From an optimization exercise on the open Yosys and OpenROAD flow, aimed at small area; shortcuts taken in it are not production practice. At most, simulation tests tie the RTL to the original design; equivalence was not proved. No driver is modelled on the clock port, so clocking that relies on it looks cheaper here than on a real chip. No activity file was given, so power comes from the tool's default toggle rates.

// a362m
module a362m (
    input  wire        clk,
    input  wire        rst_n,
    input  wire        cmd_valid,
    input  wire [39:0] cmd_word,
    output wire        cmd_ready,
    output reg         done_valid,
    output wire [2:0]  done_status,
    output reg  [15:0] rd,
    output reg  [15:0] fx,
    output reg  [15:0] fy,
    output reg  [15:0] fz,
    output reg  [15:0] ft,
    output reg  [63:0] burst_buf,
    output reg  [3:0]  bufn,
    output reg  [7:0]  want,
    output reg  [7:0]  echo,
    output reg  [2:0]  status,
    output reg  [3:0]  err,
    output wire        busy,
    output wire        cs_open,
    output wire        tx_valid,
    output wire [7:0]  tx_byte,
    input  wire        rx_valid,
    input  wire [7:0]  rx_byte,
    input  wire        bus_fail
);
Settings: LEC_CHECK=0, CAP_MARGIN=20, CORE_MARGIN=2, CORE_UTILIZATION=40, PLACE_DENSITY=0.6, SLEW_MARGIN=20, SYNTH_HIERARCHICAL=1; clock period 7.0 ns.
standard.sh (not shown) runs the stock make flow with config.mk's settings and CLKGATE_MAP_FILE= SYNTH_SCRIPT=/design/flow/synth_recipe.tcl, a recipe that flattens the netlist after the stock synthesis.
==> flow/flow/run.sh <==
#!/bin/bash
# Standard ORFS flow (the standard.sh), with the port buffers and the
# clock tree built from smaller cells, and non-critical cells downsized.
export BUFFER_PORTS_ARGS="-buffer_cell sky130_fd_sc_hd__buf_1"
export CTS_ARGS="-sink_clustering_enable -repair_clock_nets -dont_use_dummy_load -buf_list sky130_fd_sc_hd__clkbuf_4 -sink_clustering_size 8 -sink_clustering_max_diameter 40"
export RECOVER_POWER=100
bash standard.sh > standard.log 2>&1
The baseline reached the layout checks and failed them: max-capacitance violations, max-slew violations.
Edit:
==> flow/flow/run.sh (replaced) <==
#!/bin/bash
# Standard ORFS flow (the standard.sh), with the port buffers and the
# clock tree built from smaller cells, and non-critical cells downsized.
export BUFFER_PORTS_ARGS="-buffer_cell sky130_fd_sc_hd__buf_1"
export CTS_ARGS="-sink_clustering_enable -repair_clock_nets -dont_use_dummy_load -buf_list sky130_fd_sc_hd__clkbuf_4 -sink_clustering_size 10 -sink_clustering_max_diameter 50"
export RECOVER_POWER=100
bash standard.sh > standard.log 2>&1
CORE_UTILIZATION = 60   (was 40)
PLACE_DENSITY = 0.75   (was 0.6)
The changed run completed and failed the layout checks on max-capacitance violations, max-slew violations.
Final area drops by a few percent.
Routed wire length drops by roughly a tenth.
First-iteration DRC count rose by roughly a tenth.
Clock power goes down by about a fifth.
Edit:
==> flow/flow/run.sh (replaced) <==
#!/bin/bash
# Standard ORFS flow (the standard.sh), with the port buffers and the
# clock tree built from smaller cells, and non-critical cells downsized
# after CTS (flow/post_cts.tcl).
export BUFFER_PORTS_ARGS="-buffer_cell sky130_fd_sc_hd__buf_1"
export CTS_ARGS="-sink_clustering_enable -repair_clock_nets -dont_use_dummy_load -buf_list sky130_fd_sc_hd__clkbuf_4 -sink_clustering_size 8 -sink_clustering_max_diameter 40"
export POST_CTS_TCL="$PWD/flow/post_cts.tcl"
bash standard.sh > standard.log 2>&1
==> flow/flow/post_cts.tcl (new file) <==
# After CTS: downsize cells off the critical paths, then repair any slew or
# capacitance limits that broke, and legalize the placement again.
estimate_parasitics -placement
repair_timing -recover_power 100 -verbose
repair_design -slew_margin 20 -cap_margin 20 -verbose
detailed_placement
check_placement -verbose
CORE_UTILIZATION = 40   (was 60)
PLACE_DENSITY = 0.6   (was 0.75)
This time the run completed with no timing, DRC or antenna violations.
Synthesized cell count is unchanged.
Total power goes up by a few percent.
Sequential power hardly moves.
Design area goes up by a few percent.
Maximum frequency goes up by about a fifth.
Edit:
==> flow/flow/run.sh (replaced) <==
#!/bin/bash
# Standard ORFS flow (the standard.sh), with the port buffers and the
# clock tree built from smaller cells, and non-critical cells downsized
# after CTS (flow/post_cts.tcl).
export BUFFER_PORTS_ARGS="-buffer_cell sky130_fd_sc_hd__buf_1"
export CTS_ARGS="-sink_clustering_enable -repair_clock_nets -dont_use_dummy_load -buf_list sky130_fd_sc_hd__clkbuf_4 -sink_clustering_size 10 -sink_clustering_max_diameter 50"
export POST_CTS_TCL="$PWD/flow/post_cts.tcl"
bash standard.sh > standard.log 2>&1
CORE_UTILIZATION = 60   (was 40)
PLACE_DENSITY = 0.75   (was 0.6)
The new run completed with no timing, DRC or antenna violations.
Wire length is lower by about 9%.
Total power is lower by 4.6%.
Combinational power stays flat.
Clock skew is higher by 38 ps.
Global-route usage is higher by 8.5 points.
Core utilization is higher by 21 points.
Sequential share of layout area is higher by 1.1 points.
Function was not checked in any run of this note: the RTL went through the layout flow alone.

---

Setup of try-onyx:
a362m, a different RTL version from the one above (not shown whole).
Size in the first run: roughly 890 cells after synthesis.
Design a362m, start of the top module:
module a362m (
    input  wire        clk,
    input  wire        rst_n,
    input  wire        cmd_valid,
    input  wire [39:0] cmd_word,
    output wire        cmd_ready,
    output reg         done_valid,
    output wire [2:0]  done_status,
    output reg  [15:0] rd,
    output reg  [15:0] fx,
    output reg  [15:0] fy,
    output reg  [15:0] fz,
    output reg  [15:0] ft,
    output reg  [63:0] burst_buf,
    output reg  [3:0]  bufn,
    output reg  [7:0]  want,
    output reg  [7:0]  echo,
    output reg  [2:0]  status,
    output reg  [3:0]  err,
    output wire        busy,
    output wire        cs_open,
    output wire        tx_valid,
    output wire [7:0]  tx_byte,
    input  wire        rx_valid,
    input  wire [7:0]  rx_byte,
    input  wire        bus_fail
);
==> flow/config.mk <==
export PLATFORM = sky130hd
export DESIGN_NAME = a362m
export DESIGN_NICKNAME = a362m
export VERILOG_FILES = /design/flow/design.v
export SDC_FILE = /design/flow/constraint.sdc
export NUM_CORES = 4
export LEC_CHECK = 0
export CAP_MARGIN = 20
export CORE_MARGIN = 2
export CORE_UTILIZATION = 70
export PLACE_DENSITY = 0.8
export SLEW_MARGIN = 20
export SYNTH_HIERARCHICAL = 1
==> flow/constraint.sdc <==
create_clock -name core_clock -period 7.0 [get_ports {clk}]
set_input_delay 1.4000 -clock core_clock [delete_from_list [all_inputs] [get_ports {clk}]]
set_output_delay 1.4000 -clock core_clock [all_outputs]
set_load 0.01 [all_outputs]
==> flow/flow/run.sh <==
#!/bin/bash
# The standard flow (standard.sh) with these changes:
#  - synthesis: the standard flow's own synthesis script (synth_recipe.tcl), except that
#    ABC maps the logic with an area-oriented script (flow/area.abc, hooked
#    in by flow/abc_override.tcl); the registers are not touched
#  - input and output port buffers: sky130_fd_sc_hd__buf_1
#  - clock tree: clkbuf_4 buffers, no dummy loads
#  - after CTS: non-critical cells downsized (flow/post_cts.tcl)
# Each tool's output is logged by ORFS under orfs/logs; make's is in
# standard.log.
set -euo pipefail
HERE=$PWD
{
  printf 'set ::env(MY_ABC_SCRIPT) {%s}\n' "$HERE/flow/area.abc"
  cat flow/abc_override.tcl
  cat synth_recipe.tcl
} > synth_area.tcl
sed "s#SYNTH_SCRIPT=[^ ]*#SYNTH_SCRIPT=$HERE/synth_area.tcl#" standard.sh > standard_area.sh
grep -q "SYNTH_SCRIPT=$HERE/synth_area.tcl" standard_area.sh
export BUFFER_PORTS_ARGS="-buffer_cell sky130_fd_sc_hd__buf_1"
export CTS_ARGS="-sink_clustering_enable -repair_clock_nets -dont_use_dummy_load -buf_list sky130_fd_sc_hd__clkbuf_4 -sink_clustering_size 10 -sink_clustering_max_diameter 45"
export POST_CTS_TCL="$HERE/flow/post_cts.tcl"
bash standard_area.sh > standard.log 2>&1
==> flow/flow/abc_override.tcl <==
# ABC maps the logic between the registers with flow/area.abc, an
# area-oriented script, in place of ORFS's speed script; every other
# argument of the call is kept.
proc abc {args} {
  set i [lsearch -exact $args -script]
  if {$i >= 0} {
    set args [lreplace $args [expr {$i + 1}] [expr {$i + 1}] $::env(MY_ABC_SCRIPT)]
  }
  yosys abc {*}$args
}
==> flow/flow/area.abc <==
strash
&get -n
&fraig -x
&put
scorr
dc2
strash
dch -f
map -a
&get -n
&st
&syn2
&dch -f
&nf -a -R 1000
&put
==> flow/flow/post_cts.tcl <==
# After CTS: downsize cells off the critical paths, then repair any slew or
# capacitance limits that broke, and legalize the placement again.
estimate_parasitics -placement
repair_timing -recover_power 100 -verbose
repair_design -slew_margin 20 -cap_margin 20 -verbose
detailed_placement
check_placement -verbose
Here is what was changed in the inputs of try-harbor compared with try-onyx.
- CORE_UTILIZATION changed from 70 to 50
- PLACE_DENSITY changed from 0.8 to 0.7
==> run notes <==
- The transition time at the pin with the least slew margin number comes out lower for try-onyx vs try-harbor.
- Looking at post-layout total power across both flows, try-harbor is the stronger of the two, with try-onyx trailing.
- Comparing try-onyx with try-harbor, the total nets after synthesis came out essentially unchanged.
- try-onyx → try-harbor: critical path depth went up, routing usage on met3 lost 6.6 points, clock insertion delay at the later pin of the skew report decreased by 0.02 ns relative to the old numbers.
- Any difference in share of total power in combinational logic between try-onyx and try-harbor is small enough to ignore.
- try-harbor: clock network fraction of design power 0.3 points below try-onyx
- Delta (try-harbor minus try-onyx): met2 layer wire length in the routed design went down by 5.8%, area of the core region grew by about 40%.
Relative to try-harbor, the following input files were edited for try-delta:
- PLACE_DENSITY: 0.7 -> 0.75
- CORE_UTILIZATION: 50 -> 60
### Flow results
try-delta was carried through to the last stage, and its layout satisfied the timing, design-rule and antenna checks. Side by side, first-iteration DRC count turned out higher in try-delta than in try-harbor. Met3 usage in global routing delta for try-delta relative to try-harbor: 2.3 points higher. Going from try-harbor to try-delta, the share of the clock period used by the worst path after layout was found to have gone down by 2.8 points. try-delta: met1 routing resource usage after global routing is 6.3 points higher than what try-harbor reported. Between try-harbor and try-delta, the share of power burned in combinational logic figures differ only marginally. Comparing try-harbor against try-delta, there is no change at all in number of ordinary inverters in the final layout. From try-harbor to try-delta the numbers moved as follows: total chip power shows an increase of about 1.2%, pin count of the biggest net entering global routing shows an increase of 8.0%.

re-timing with driven ports:
In the flow no input, the clock included, has a driving cell. The finished layouts below were timed again as built, in two steps. Step 1 sets driving cells, clkbuf_16 on the clock port and buf_2 on the other inputs (assumed; they add their load-dependent delay and slew). Step 2 moves the port delays by t, midway between the first and last clock arrival at a register: inputs arrive t later, outputs are due t later. That takes back most of the time a late clock gives input paths. Three values: ideal ports, drivers, drivers and shift; two values: the first two.
| run | t, ns | setup slack, ns | hold WS [ns] | cell pins on the clock port's net |
|---|---|---|---|---|
| the first run of note 1 | 0.662 | 1.700 / 1.700 / 1.700 | 0.470 / 0.470 / 0.470 | 1 |
| the second run of note 1 | 0.723 | 1.625 / 1.624 / 1.624 | 0.476 / 0.476 / 0.476 | 1 |
| the third run of note 1 | 0.660 | 2.457 / 2.464 / 1.804 | 0.471 / 0.471 / 0.471 | 1 |
| the fourth run of note 1 | 0.712 | 2.644 / 2.605 / 1.972 | 0.476 / 0.476 / 0.476 | 1 |
| try-onyx | 0.705 | 2.511 / 2.471 / 2.470 | 0.476 / 0.476 / 0.476 | 1 |
| try-harbor | 0.705 | 2.408 / 2.367 / 2.429 | 0.475 / 0.475 / 0.475 | 1 |
| try-delta | 0.641 | 2.605 / 2.565 / 2.439 | 0.469 / 0.469 / 0.469 | 1 |
The setup slack of the fourth run of note 1, which loses most, moves by -0.039 ns with the drivers and by -0.672 ns with both steps.
